Source: an optimization exercise on an open RTL-to-GDS flow (aim: small area, a short achievable clock period and few clock cycles). Production flows keep margins and buffers that such runs may drop.
In this exercise RTL edits were held to simulation tests only and were not proved equivalent to the original.
Power is estimated from default activity; no workload was simulated.

==> try-raven <==
## bitio_core
module bitio_core (
    input  wire        clk,
    input  wire        rst,
    input  wire        cmd_valid,
    output wire        cmd_ready,
    input  wire [15:0] cmd,
    input  wire [63:0] opnd,
    output wire        rsp_valid,
    input  wire        rsp_ready,
    output reg  [3:0]  rsp_status,
    output reg  [7:0]  rsp_count,
    output reg  [63:0] rsp_result,
    output wire        src_req,
    input  wire        src_ack,
    input  wire        src_exh,
    input  wire [7:0]  src_data,
    output wire        snk_req,
    output wire [7:0]  snk_data,
    input  wire        snk_ack,
    input  wire        snk_fail
);
Settings: LEC_CHECK=0, CAP_MARGIN=20, CELL_PAD_IN_SITES_DETAIL_PLACEMENT=1, CORE_MARGIN=2, CORE_UTILIZATION=25, PLACE_DENSITY=0.4, SLEW_MARGIN=20; clock period 10.0 ns.
standard.sh (not shown) runs the stock make flow with config.mk's settings and CLKGATE_MAP_FILE= SYNTH_SCRIPT=/design/flow/synth_recipe.tcl, a recipe that flattens the netlist after the stock synthesis.
==> flow/flow/run.sh <==
#!/bin/bash
set -euo pipefail
bash standard.sh SETUP_SLACK_MARGIN=6.5 finish > run_standard.log 2>&1
==> try-fjord: changes against try-raven <==
--- a/flow/design.v
+++ b/flow/design.v
@@ -17,15 +17,16 @@
     output wire        snk_req,
     output wire [7:0]  snk_data,
     input  wire        snk_ack,
     input  wire        snk_fail
 );
     localparam [3:0] ST_OK = 4'd0, ST_EOD = 4'd1, ST_CAP = 4'd2, ST_PRECOND = 4'd3,
                      ST_ILLEGAL = 4'd4, ST_POSOVF = 4'd5, ST_FAULTED = 4'd6;
-    reg        idle_q, dec_q, rot_q, src_req_q, snk_req_q, fix_q, rsp_valid_q;
+    reg        idle_q, dec_q, rot_q, pos_q, src_req_q, snk_req_q, fix_q, rsp_valid_q;
+    reg        posw_q;             
     reg        upd_r, upd_w;       
     reg        wfin_q;             
     reg [63:0] rpos, wpos;
     reg [7:0]  rpend;              
     reg [7:0]  wpend;              
     reg        fault;
     reg [3:0]  fcause;
@@ -137,17 +138,18 @@
     wire i_rk0    = i_rdok && !i_rneed;                           
     wire i_wk0    = i_wlegal && i_short && !i_wpush;              
     wire i_ralg   = !fault && o_ralign && n0 && !(rtop3 && !rc0);
     wire i_walg0  = !fault && o_walign && n0 && wc0;
     wire i_rst    = !fault && (o_rrst || o_wrst) && n0;
     wire i_rrst   = !fault && o_rrst && n0;
     wire i_wrst   = !fault && o_wrst && n0;
-    wire i_resp   = i_rk0 || i_wk0 || i_ralg || i_walg0 || i_rst || i_ro;
+    wire i_pos    = (o_rpos | o_wpos) && n0;                      
+    wire i_resp   = i_rk0 || i_wk0 || i_ralg || i_walg0 || i_rst || (o_sstat && n0);
     wire i_wfast  = (i_wlegal && i_wpush) || i_wafast;
-    wire i_dec    = !(i_rfast || i_wfast || i_resp || i_rot);
+    wire i_dec    = !(i_rfast || i_wfast || i_resp || i_rot || i_pos);
     wire [6:0] i_cnt = (o_rbitb | o_rbyte | o_rbool | o_rbits | o_rfield | i_short) ? N :
                        o_ralign ? {3'd0, ravail} : 7'd0;
     wire [7:0] i_lane0 = o_wbool ? {opnd[0], 7'd0} : opnd[63:56];
     wire [7:0] i_push0 = wpend | (i_lane0 >> wc);
     wire [15:0] i_wlp = {i_lane0, 8'd0} >> wc;
     wire [7:0] rla    = rpend << rc;
     wire [7:0] i_rfld = {1'b0, rla[7:1]} >> (~N[2:0]);            
@@ -204,52 +206,50 @@
                     (d_ralign && rtop3 && !rc0) ||
                     (d_walign && wtop3 && !wc0);
     wire d_faulted = fault && !ro_q;
     wire d_bad     = d_faulted || ill_q || nbad_q || d_posovf;
     wire [3:0] d_st = d_faulted ? ST_FAULTED : ill_q ? ST_ILLEGAL :
                       nbad_q ? ST_PRECOND : ST_POSOVF;
     wire d_rpull  = ({1'b0, nb_q} > {4'd0, ravail});
-    wire [7:0] d_rfld = {1'b0, rla[7:1]} >> (~nb_q[2:0]);
-    wire [7:0] d_rlane = rla & top_mask({1'b0, nb_q[2:0]});
-    wire dv_wr   = !d_bad && ((d_wr && x_wpush) || drot_q);                               
-    wire dv_rk0  = !d_bad && d_rd && !d_rpull;
-    wire [63:0] dec_val = ({64{dv_wr}} & rsp_result) |
-                          {{8{dv_rk0 && !fld_q}} & d_rlane, 48'd0,
-                           {8{dv_rk0 && fld_q}} & d_rfld};
+    wire dec_keep = !d_bad && (d_rd || (d_wr && x_wpush) || drot_q);
     wire ld_opnd = !cmd_valid || o_pack || o_unpack || o_wbits || o_wfield;
     wire ld_rd   = cmd_valid && op[7:4] == 4'h1 && op[3:0] <= 4'h4;
     wire [63:0] ld_val = ({64{ld_opnd}} & opnd) |
-                         ({64{cmd_valid && o_rpos}} & rpos) |
-                         ({64{cmd_valid && o_wpos}} & wpos) |
                          {59'd0, {5{cmd_valid && o_sstat}} & {fault, fcause}} |
                          {{8{ld_rd && !i_fld}} & i_rlane, 48'd0, {8{ld_rd && i_fld}} & i_rfld};
     wire shift   = pull || push_more || (fix_q && fixn != 4'd0);
     wire s_rot  = rot_q && !(wfl_q && !x_wpush);
-    wire s_hold = !(idle_q || dec_q || rot_q || shift || push);
+    wire s_fsh  = fix_q && fixn != 4'd0;
+    wire s_hold = (dec_q && dec_keep) || (fix_q && fixn == 4'd0) ||
+                  !(idle_q || dec_q || rot_q || pos_q || fix_q || src_req_q || snk_req_q);
+    wire w_end  = snk_fail || w_last;
     reg [63:0] r_d;
-    reg        ins_w, ins_l, ins_p, sh_t;
+    reg        pw, pl, pp;
+    reg [7:0]  r_up, rp, wp;
     integer t;
     always @(*) begin
         for (t = 0; t < 8; t = t + 1) begin
-            ins_w = pull && (fld_q ? (t == 7) : (k_q == t[3:0] + 4'd1));
-            ins_l = pull && !fld_q && k_q == t[3:0];
-            ins_p = pull && fld_q && r_first && t == 6;
-            sh_t  = shift && !ins_w && !ins_l && !ins_p && t != 7;
+            pw   = fld_q ? (t == 7) : (k_q == t[3:0] + 4'd1);
+            pl   = !fld_q && k_q == t[3:0];
+            pp   = fld_q && r_first && t == 6;
+            r_up = (t == 7) ? 8'd0 : rsp_result[(t == 7 ? 7 : 55 - 8*t) -: 8];
+            rp   = pw ? r_win : pl ? r_left : pp ? r_pre : r_up;      
+            wp   = w_end ? 8'd0 : r_up;                              
             r_d[63 - 8*t -: 8] = ({8{idle_q}} & ld_val[63 - 8*t -: 8]) |
-                                 ({8{dec_q}}  & dec_val[63 - 8*t -: 8]) |
+                                 ({8{pos_q}}  & pos_sum[63 - 8*t -: 8]) |
                                  ({8{s_rot}}  & codec[63 - 8*t -: 8]) |
-                                 ({8{ins_w}}  & r_win) |
-                                 ({8{ins_l}}  & r_left) |
-                                 ({8{ins_p}}  & r_pre) |
-                                 ({8{sh_t}}   & rsp_result[(t == 7 ? 7 : 55 - 8*t) -: 8]) |
-                                 ({8{s_hold}} & rsp_result[63 - 8*t -: 8]);
+                                 ({8{s_fsh}}  & r_up) |
+                                 ({8{s_hold}} & rsp_result[63 - 8*t -: 8]) |
+                                 ({8{src_req_q}} & (src_ack ? rp : rsp_result[63 - 8*t -: 8])) |
+                                 ({8{snk_req_q}} & (snk_ack ? wp : rsp_result[63 - 8*t -: 8]));
         end
     end
-    wire [63:0] pos_a   = upd_w ? wpos : rpos;
-    wire [7:0]  pos_lo  = {1'b0, pos_a[6:0]} + {1'b0, rsp_count[6:0]};
+    wire [63:0] pos_a   = (pos_q ? posw_q : upd_w) ? wpos : rpos;
+    wire [6:0]  pos_c   = (upd_r || upd_w) ? rsp_count[6:0] : 7'd0;
+    wire [7:0]  pos_lo  = {1'b0, pos_a[6:0]} + {1'b0, pos_c};
     reg  [56:0] pos_all;           
     integer b;
     always @(*) begin
         pos_all[0] = 1'b1;
         for (b = 1; b < 57; b = b + 1)
             pos_all[b] = &(pos_a[63:7] | ~({57{1'b1}} >> (57 - b)));
     end
@@ -266,14 +266,15 @@
     endtask
     always @(posedge clk) begin
         rsp_result <= r_d;
         if (rst) begin
             idle_q      <= 1'b1;
             dec_q       <= 1'b0;
             rot_q       <= 1'b0;
+            pos_q       <= 1'b0;
             src_req_q   <= 1'b0;
             snk_req_q   <= 1'b0;
             fix_q       <= 1'b0;
             rsp_valid_q <= 1'b0;
             upd_r       <= 1'b0;
             upd_w       <= 1'b0;
             wfin_q      <= 1'b0;
@@ -290,14 +291,15 @@
             if (upd_w) wpos <= pos_sum;
             if (wfin_q) wpend <= snk_data_q & top_mask(w_cn);
             if (acc) begin
                 idle_q    <= 1'b0;
                 src_req_q <= i_rfast;
                 snk_req_q <= i_wfast;
                 rot_q     <= i_rot;
+                pos_q     <= i_pos;
                 dec_q     <= i_dec;
                 rsp_valid_q <= i_resp;
                 rsp_status  <= ST_OK;
                 rsp_count   <= {1'b0, i_cnt};
                 upd_r  <= i_rk0 || i_ralg;
                 upd_w  <= i_wk0;
                 wfin_q <= i_wk0;
@@ -336,14 +338,18 @@
                 end else if (d_walign && !wc0) begin
                     snk_req_q <= 1'b1;
                 end else begin
                     respond(ST_OK, d_ralign ? {4'd0, ravail} : 8'd0);
                     upd_r <= d_ralign;
                 end
             end
+            if (pos_q) begin
+                pos_q <= 1'b0;
+                respond(ST_OK, 8'd0);
+            end
             if (rot_q) begin
                 rot_q <= 1'b0;
                 if (!wfl_q)
                     respond(ST_OK, {4'd0, nb_q[6:3]} + {7'd0, (nb_q[2:0] != 3'd0)});
                 else if (x_wpush)
                     snk_req_q <= 1'b1;
                 else begin
@@ -411,14 +417,15 @@
             fld_q   <= o_rfield | o_rbool;
             unp_q   <= o_unpack;
             wfl_q   <= o_wfield;
             aln_q   <= o_walign;
             ill_q   <= i_ill;
             nbad_q  <= i_nbad;
             ro_q    <= i_ro;
+            posw_q  <= o_wpos;
             snk_data_q <= o_walign ? wpend : i_push0;
             short_q <= i_short;
             wl_q    <= i_wlp[7:0];
         end
         if (rot_q)
             snk_data_q <= x_push0;
         if (idle_q || dec_q || rot_q)
==> flow/flow/run.sh (replaced) <==
#!/bin/bash
set -euo pipefail
bash standard.sh SETUP_SLACK_MARGIN=6.8 MATCH_CELL_FOOTPRINT=0 \
  'BUFFER_PORTS_ARGS=-buffer_cell sky130_fd_sc_hd__buf_4' finish > run_standard.log 2>&1
- TNS_END_PERCENT: default -> 0
==> comparison table <==
                                                           try-raven       try-fjord
Endpoint of the worst setup timing path                rsp_result[3]           upd_r
End point of the most critical hold path                   fcause[0]        wpend[0]
Fraction of area in registers                                 14.50%          17.23%
Number of rows in the core area                                  127             124
Final instance area                                        43410 µm²       35630 µm²
Count of flip-flops and latches                                  276             278
Met2 routing resource usage after global routing              48.18%          44.95%
Worst clock skew on the final layout                      0.03093 ns      0.05319 ns
Result of the run                                     finished clean  finished clean
Met3 Wirelength                                             19.08 mm        14.26 mm
Initial antenna violation count                                   10               4
Post-synthesis cell count                                       3888            3832
Pin count of the biggest net entering global routing              80              76
Routed length on met1                                       82.38 mm        75.20 mm
First-iteration detailed-routing DRC count                      4579            3945
Internal power summed over all cells                      0.003133 W      0.002828 W
Commonest non-fill, non-tap cell in the layout               nand2_1          nor2_1
Non-clock buffer area fraction after layout                   15.32%          8.717%
Total inserted antenna cells                                       5               1
Starting density of the core                                  25.27%          25.27%
Fin crit share                                                42.97%          41.52%
Fraction of layout cells with a size suffix above 1           32.61%          20.62%
Number of well-tap cells placed                                 1612            1512
Post-synthesis sequential element count                          276             278
Testbench counts of try-raven, summed over its fixed seeds: cycles 15,601.
Testbench counts of try-fjord, summed over its fixed seeds: cycles 15,678.

---

==> try-cedar: inputs <==
bitio_core, a different RTL version from the one above (not shown whole).
clock: 10.0 ns
lec_check: 0
abc_area: 1
cap_margin: 20
cell_pad_in_sites_detail_placement: 1
core_margin: 2
core_utilization: 25
place_density: 0.4
slew_margin: 20
tns_end_percent: 0
==> flow/flow/run.sh <==
#!/bin/bash
set -euo pipefail
bash standard.sh SETUP_SLACK_MARGIN=6.8 MATCH_CELL_FOOTPRINT=0 \
  'BUFFER_PORTS_ARGS=-buffer_cell sky130_fd_sc_hd__buf_2' finish > run_standard.log 2>&1
==> inputs of try-violet, as changes to try-cedar <==
--- a/flow/design.v
+++ b/flow/design.v
@@ -396,14 +396,18 @@
                 idle_q      <= 1'b1;
             end
         end
     end
     always @(posedge clk) begin
         if (pull && !src_exh)
             rpend <= src_data;
+        if (dec_q && !d_bad && d_ralign)
+            rpend <= 8'd0;
+        if (acc && i_ralg)
+            rpend <= 8'd0;
         if (dec_q && !d_bad && drrst_q)
             rpend <= 8'd0;
         if (idle_q) begin
             drd_q   <= o_rbitb | o_rbyte | o_rbool | o_rbits | o_rfield;
             dwr_q   <= o_wbitb | o_wbyte | o_wbool | o_wbits | o_wfield;
             dra_q   <= o_ralign;
             drot_q  <= o_pack || o_unpack || o_wfield;
==> flow/flow/run.sh (replaced) <==
#!/bin/bash
set -euo pipefail
bash standard.sh SETUP_SLACK_MARGIN=6.8 MATCH_CELL_FOOTPRINT=0 \
  'BUFFER_PORTS_ARGS=-buffer_cell sky130_fd_sc_hd__buf_4' finish > run_standard.log 2>&1
Settings changed: ABC_AREA 1 to default.
==> inputs of try-delta, as changes to try-cedar <==
--- a/flow/design.v
+++ b/flow/design.v
@@ -37,14 +37,15 @@
     reg        wfl_q;              
     reg        aln_q;              
     reg        ill_q, nbad_q, ro_q;    
     reg [3:0]  pc;                 
     reg [3:0]  k_q;                
     reg [3:0]  wk_q;               
     reg [3:0]  kl_q;               
+    reg [2:0]  rcn_q;              
     reg [5:0]  rot_q_amt;          
     reg        drrst_q, dwrst_q;   
     reg [3:0]  fixn;               
     reg [7:0]  snk_data_q;
     reg        short_q;            
     reg [7:0]  wl_q;               
     assign cmd_ready = idle_q;
@@ -149,26 +150,27 @@
     wire i_wfast  = (i_wlegal && i_wpush) || i_wafast;
     wire i_dec    = !(i_rfast || i_wfast || i_resp || i_rot || i_pos);
     wire [6:0] i_cnt = (o_rbitb | o_rbyte | o_rbool | o_rbits | o_rfield | i_short) ? N :
                        o_ralign ? {3'd0, ravail} : 7'd0;
     wire [7:0] i_lane0 = o_wbool ? {opnd[0], 7'd0} : opnd[63:56];
     wire [7:0] i_push0 = wpend | (i_lane0 >> wc);
     wire [15:0] i_wlp = {i_lane0, 8'd0} >> wc;
+    wire [2:0] i_rcn  = rc + (o_rbool ? 3'd1 : n[2:0]);           
     wire [3:0] i_rc3  = {1'b0, n[2:0]} + {1'b0, rcm1};
     wire [3:0] i_wc3  = {1'b0, n[2:0]} + {1'b0, wc};
     wire [3:0] i_k    = o_rbyte ? 4'd1 : o_rbool ? {3'd0, rc0} : n[6:3] + {3'd0, i_rc3[3]};
     wire [3:0] i_wk   = o_wbyte ? 4'd1 : o_wbool ? {3'd0, wc == 3'd7} : n[6:3] + {3'd0, i_wc3[3]};
     wire [7:0] rla    = rpend << rc;
     wire [7:0] i_rfld = {1'b0, rla[7:1]} >> (~N[2:0]);            
     wire [7:0] i_rlane = rla & top_mask({1'b0, N[2:0]});          
     wire       i_fld  = o_rfield | o_rbool;
     wire acc = idle_q && cmd_valid;
     wire       pull    = src_req_q && src_ack;
     wire       r_first = (pc == 4'd0);
-    wire [2:0] r_cn    = rc + nb_q[2:0];                          
+    wire [2:0] r_cn    = rcn_q;                                   
     wire [2:0] s_q     = fld_q ? r_cn : rc;                       
     wire [7:0] lmask_q = (r_cn == 3'd0) ? 8'hFF : top_mask({1'b0, r_cn});   
     wire       r_last  = (kl_q == 4'd1);
     wire [7:0] r_prev  = r_first ? (rpend & pmask) : rpend;
     wire [7:0] r_b     = r_last ? (src_data & lmask_q) : src_data;
     wire [7:0] r_win   = src_exh ? 8'd0 : win8(r_prev, r_b, s_q);
     wire [7:0] r_left  = (src_exh || s_q == 3'd0) ? 8'd0 : (r_b << s_q);
@@ -205,14 +207,15 @@
     wire [7:0] d_wlo = {1'b0, wpos[6:0]} + {1'b0, nb_q};
     wire d_posovf = (d_rd && rtop && d_rlo[7]) ||
                     (d_wr && wtop && d_wlo[7]) ||
                     (d_ralign && rtop3 && !rc0) ||
                     (d_walign && wtop3 && !wc0);
     wire d_faulted = fault && !ro_q;
     wire d_bad     = d_faulted || ill_q || nbad_q || d_posovf;
+    wire rst_ok    = !fault && !ill_q;
     wire [3:0] d_st = d_faulted ? ST_FAULTED : ill_q ? ST_ILLEGAL :
                       nbad_q ? ST_PRECOND : ST_POSOVF;
     wire d_rpull  = ({1'b0, nb_q} > {4'd0, ravail});
     wire dec_keep = !d_bad && (d_rd || (d_wr && x_wpush) || drot_q);
     wire ld_opnd = !cmd_valid || o_pack || o_unpack || o_wbits || o_wfield || o_rrst || o_wrst;
     wire ld_rd   = cmd_valid && op[7:4] == 4'h1 && op[3:0] <= 4'h4;
     wire [63:0] ld_val = ({64{ld_opnd}} & opnd) |
@@ -416,14 +419,15 @@
             nbad_q  <= i_nbad;
             ro_q    <= i_ro;
             posw_q  <= o_wpos;
             drrst_q <= o_rrst;
             dwrst_q <= o_wrst;
             k_q     <= i_k;
             rot_q_amt <= o_unpack ? n[5:0] : (6'd0 - n[5:0]);
+            rcn_q   <= i_rcn;
             wk_q    <= i_wk;
             kl_q    <= op[4] ? i_k : i_wk;
             snk_data_q <= o_walign ? wpend : i_push0;
             short_q <= i_short;
             wl_q    <= i_wlp[7:0];
         end
         if (rot_q)
==> flow/flow/run.sh (replaced) <==
#!/bin/bash
set -euo pipefail
bash standard.sh SETUP_SLACK_MARGIN=6.8 MATCH_CELL_FOOTPRINT=0 \
  'BUFFER_PORTS_ARGS=-buffer_cell sky130_fd_sc_hd__buf_4' finish > run_standard.log 2>&1
Settings changed: CORE_UTILIZATION 25 to 32, PLACE_DENSITY 0.4 to 0.45.
==> inputs of try-amber, as changes to try-cedar <==
--- a/flow/design.v
+++ b/flow/design.v
@@ -37,14 +37,15 @@
     reg        wfl_q;              
     reg        aln_q;              
     reg        ill_q, nbad_q, ro_q;    
     reg [3:0]  pc;                 
     reg [3:0]  k_q;                
     reg [3:0]  wk_q;               
     reg [3:0]  kl_q;               
+    reg [2:0]  rcn_q;              
     reg [5:0]  rot_q_amt;          
     reg        drrst_q, dwrst_q;   
     reg [3:0]  fixn;               
     reg [7:0]  snk_data_q;
     reg        short_q;            
     reg [7:0]  wl_q;               
     assign cmd_ready = idle_q;
@@ -149,26 +150,27 @@
     wire i_wfast  = (i_wlegal && i_wpush) || i_wafast;
     wire i_dec    = !(i_rfast || i_wfast || i_resp || i_rot || i_pos);
     wire [6:0] i_cnt = (o_rbitb | o_rbyte | o_rbool | o_rbits | o_rfield | i_short) ? N :
                        o_ralign ? {3'd0, ravail} : 7'd0;
     wire [7:0] i_lane0 = o_wbool ? {opnd[0], 7'd0} : opnd[63:56];
     wire [7:0] i_push0 = wpend | (i_lane0 >> wc);
     wire [15:0] i_wlp = {i_lane0, 8'd0} >> wc;
+    wire [2:0] i_rcn  = rc + (o_rbool ? 3'd1 : n[2:0]);           
     wire [3:0] i_rc3  = {1'b0, n[2:0]} + {1'b0, rcm1};
     wire [3:0] i_wc3  = {1'b0, n[2:0]} + {1'b0, wc};
     wire [3:0] i_k    = o_rbyte ? 4'd1 : o_rbool ? {3'd0, rc0} : n[6:3] + {3'd0, i_rc3[3]};
     wire [3:0] i_wk   = o_wbyte ? 4'd1 : o_wbool ? {3'd0, wc == 3'd7} : n[6:3] + {3'd0, i_wc3[3]};
     wire [7:0] rla    = rpend << rc;
     wire [7:0] i_rfld = {1'b0, rla[7:1]} >> (~N[2:0]);            
     wire [7:0] i_rlane = rla & top_mask({1'b0, N[2:0]});          
     wire       i_fld  = o_rfield | o_rbool;
     wire acc = idle_q && cmd_valid;
     wire       pull    = src_req_q && src_ack;
     wire       r_first = (pc == 4'd0);
-    wire [2:0] r_cn    = rc + nb_q[2:0];                          
+    wire [2:0] r_cn    = rcn_q;                                   
     wire [2:0] s_q     = fld_q ? r_cn : rc;                       
     wire [7:0] lmask_q = (r_cn == 3'd0) ? 8'hFF : top_mask({1'b0, r_cn});   
     wire       r_last  = (kl_q == 4'd1);
     wire [7:0] r_prev  = r_first ? (rpend & pmask) : rpend;
     wire [7:0] r_b     = r_last ? (src_data & lmask_q) : src_data;
     wire [7:0] r_win   = src_exh ? 8'd0 : win8(r_prev, r_b, s_q);
     wire [7:0] r_left  = (src_exh || s_q == 3'd0) ? 8'd0 : (r_b << s_q);
@@ -205,14 +207,15 @@
     wire [7:0] d_wlo = {1'b0, wpos[6:0]} + {1'b0, nb_q};
     wire d_posovf = (d_rd && rtop && d_rlo[7]) ||
                     (d_wr && wtop && d_wlo[7]) ||
                     (d_ralign && rtop3 && !rc0) ||
                     (d_walign && wtop3 && !wc0);
     wire d_faulted = fault && !ro_q;
     wire d_bad     = d_faulted || ill_q || nbad_q || d_posovf;
+    wire rst_ok    = !fault && !ill_q;
     wire [3:0] d_st = d_faulted ? ST_FAULTED : ill_q ? ST_ILLEGAL :
                       nbad_q ? ST_PRECOND : ST_POSOVF;
     wire d_rpull  = ({1'b0, nb_q} > {4'd0, ravail});
     wire dec_keep = !d_bad && (d_rd || (d_wr && x_wpush) || drot_q);
     wire ld_opnd = !cmd_valid || o_pack || o_unpack || o_wbits || o_wfield || o_rrst || o_wrst;
     wire ld_rd   = cmd_valid && op[7:4] == 4'h1 && op[3:0] <= 4'h4;
     wire [63:0] ld_val = ({64{ld_opnd}} & opnd) |
@@ -416,14 +419,15 @@
             nbad_q  <= i_nbad;
             ro_q    <= i_ro;
             posw_q  <= o_wpos;
             drrst_q <= o_rrst;
             dwrst_q <= o_wrst;
             k_q     <= i_k;
             rot_q_amt <= o_unpack ? n[5:0] : (6'd0 - n[5:0]);
+            rcn_q   <= i_rcn;
             wk_q    <= i_wk;
             kl_q    <= op[4] ? i_k : i_wk;
             snk_data_q <= o_walign ? wpend : i_push0;
             short_q <= i_short;
             wl_q    <= i_wlp[7:0];
         end
         if (rot_q)
==> flow/flow/run.sh (replaced) <==
#!/bin/bash
set -euo pipefail
bash standard.sh SETUP_SLACK_MARGIN=6.8 MATCH_CELL_FOOTPRINT=0 \
  'BUFFER_PORTS_ARGS=-buffer_cell sky130_fd_sc_hd__buf_4' finish > run_standard.log 2>&1
==> comparison table <==
quantity	try-violet	try-cedar	try-amber	try-delta
Run status	timing/DRC/antenna clean	timing/DRC/antenna clean	timing/DRC/antenna clean	timing/DRC/antenna clean
Post-place instance area	33900 µm²	31800 µm²	32700 µm²	32300 µm²
Setup Crit Path Kind	reg -> reg	in -> reg	reg -> reg	in -> reg
Sinks on Clock Net	298	298	301	301
Core Area	123000 µm²	116000 µm²	118000 µm²	91900 µm²
Hold-critical path depth	2	1	2	2
Share of final layout cell area taken by non-clock buffers	9.20%	8.65%	8.07%	9.36%
Cell at the slowest stage of the critical path	dfxtp_1	nor2_4	a221oi_1	mux2i_4
Multi-input logic cell count	3079	3807	3909	3907
Met2 wirelength from detailed routing	83400 µm	90300 µm	90200 µm	87300 µm
Register area	6760 µm²	6740 µm²	6870 µm²	6890 µm²
Later-pin clock latency in the skew report	0.63 ns	0.62 ns	0.62 ns	0.62 ns
Wire length of the first global-routing pass	269000 µm	288000 µm	287000 µm	285000 µm
Fraction of layout cells with a size suffix above 1	22.3%	15.8%	14.2%	15.6%
Post-synthesis register bit count	298	298	301	301
Standard-cell row count	129	125	126	111
Share of Yosys cell area claimed by the top area cell type	14.4%	15.2%	15.0%	15.0%
Maximum number of pins on one net before global-route repair	111	88	83	113
Testbench counts of try-cedar, summed over its fixed seeds: cycles 15,742.
Testbench counts of try-violet, summed over its fixed seeds: cycles 15,742.
Testbench counts of try-delta, summed over its fixed seeds: cycles 15,742.
Testbench counts of try-amber, summed over its fixed seeds: cycles 15,742.

-- static timing again, ports no longer ideal --
In the flow no input, the clock included, has a driving cell. The finished layouts below were timed again as built, in two steps.
Step 1 sets driving cells, clkbuf_16 on the clock port and buf_2 on the other inputs (assumed; they add their load-dependent delay and slew).
Step 2 moves the port delays by t, midway between the first and last clock arrival at a register: inputs arrive t later, outputs are due t later. That takes back most of the time a late clock gives input paths.
Three values: ideal ports, drivers, drivers and shift; two values: the first two.
run | shift t [ns] | setup slack, ns | latest minus earliest clock arrival (ns) | slew at the worst register clock pin (ns)
try-raven | 0.655 | 5.703 / 5.703 / 5.121 | 0.031 / 0.031 | 0.07 / 0.07
try-fjord | 0.678 | 5.848 / 5.860 / 5.214 | 0.054 / 0.054 | 0.08 / 0.08
try-cedar | 0.673 | 6.374 / 6.331 / 5.731 | 0.041 / 0.042 | 0.07 / 0.07
try-violet | 0.684 | 6.129 / 6.112 / 5.516 | 0.041 / 0.040 | 0.08 / 0.08
try-delta | 0.672 | 6.494 / 6.462 / 5.846 | 0.031 / 0.031 | 0.07 / 0.07
try-amber | 0.670 | 6.473 / 6.448 / 5.855 | 0.039 / 0.040 | 0.06 / 0.06
After both steps every run listed still meets setup and hold. For try-delta, which loses most, drivers alone change the setup slack by -0.032 ns; drivers and shift together by -0.648 ns.
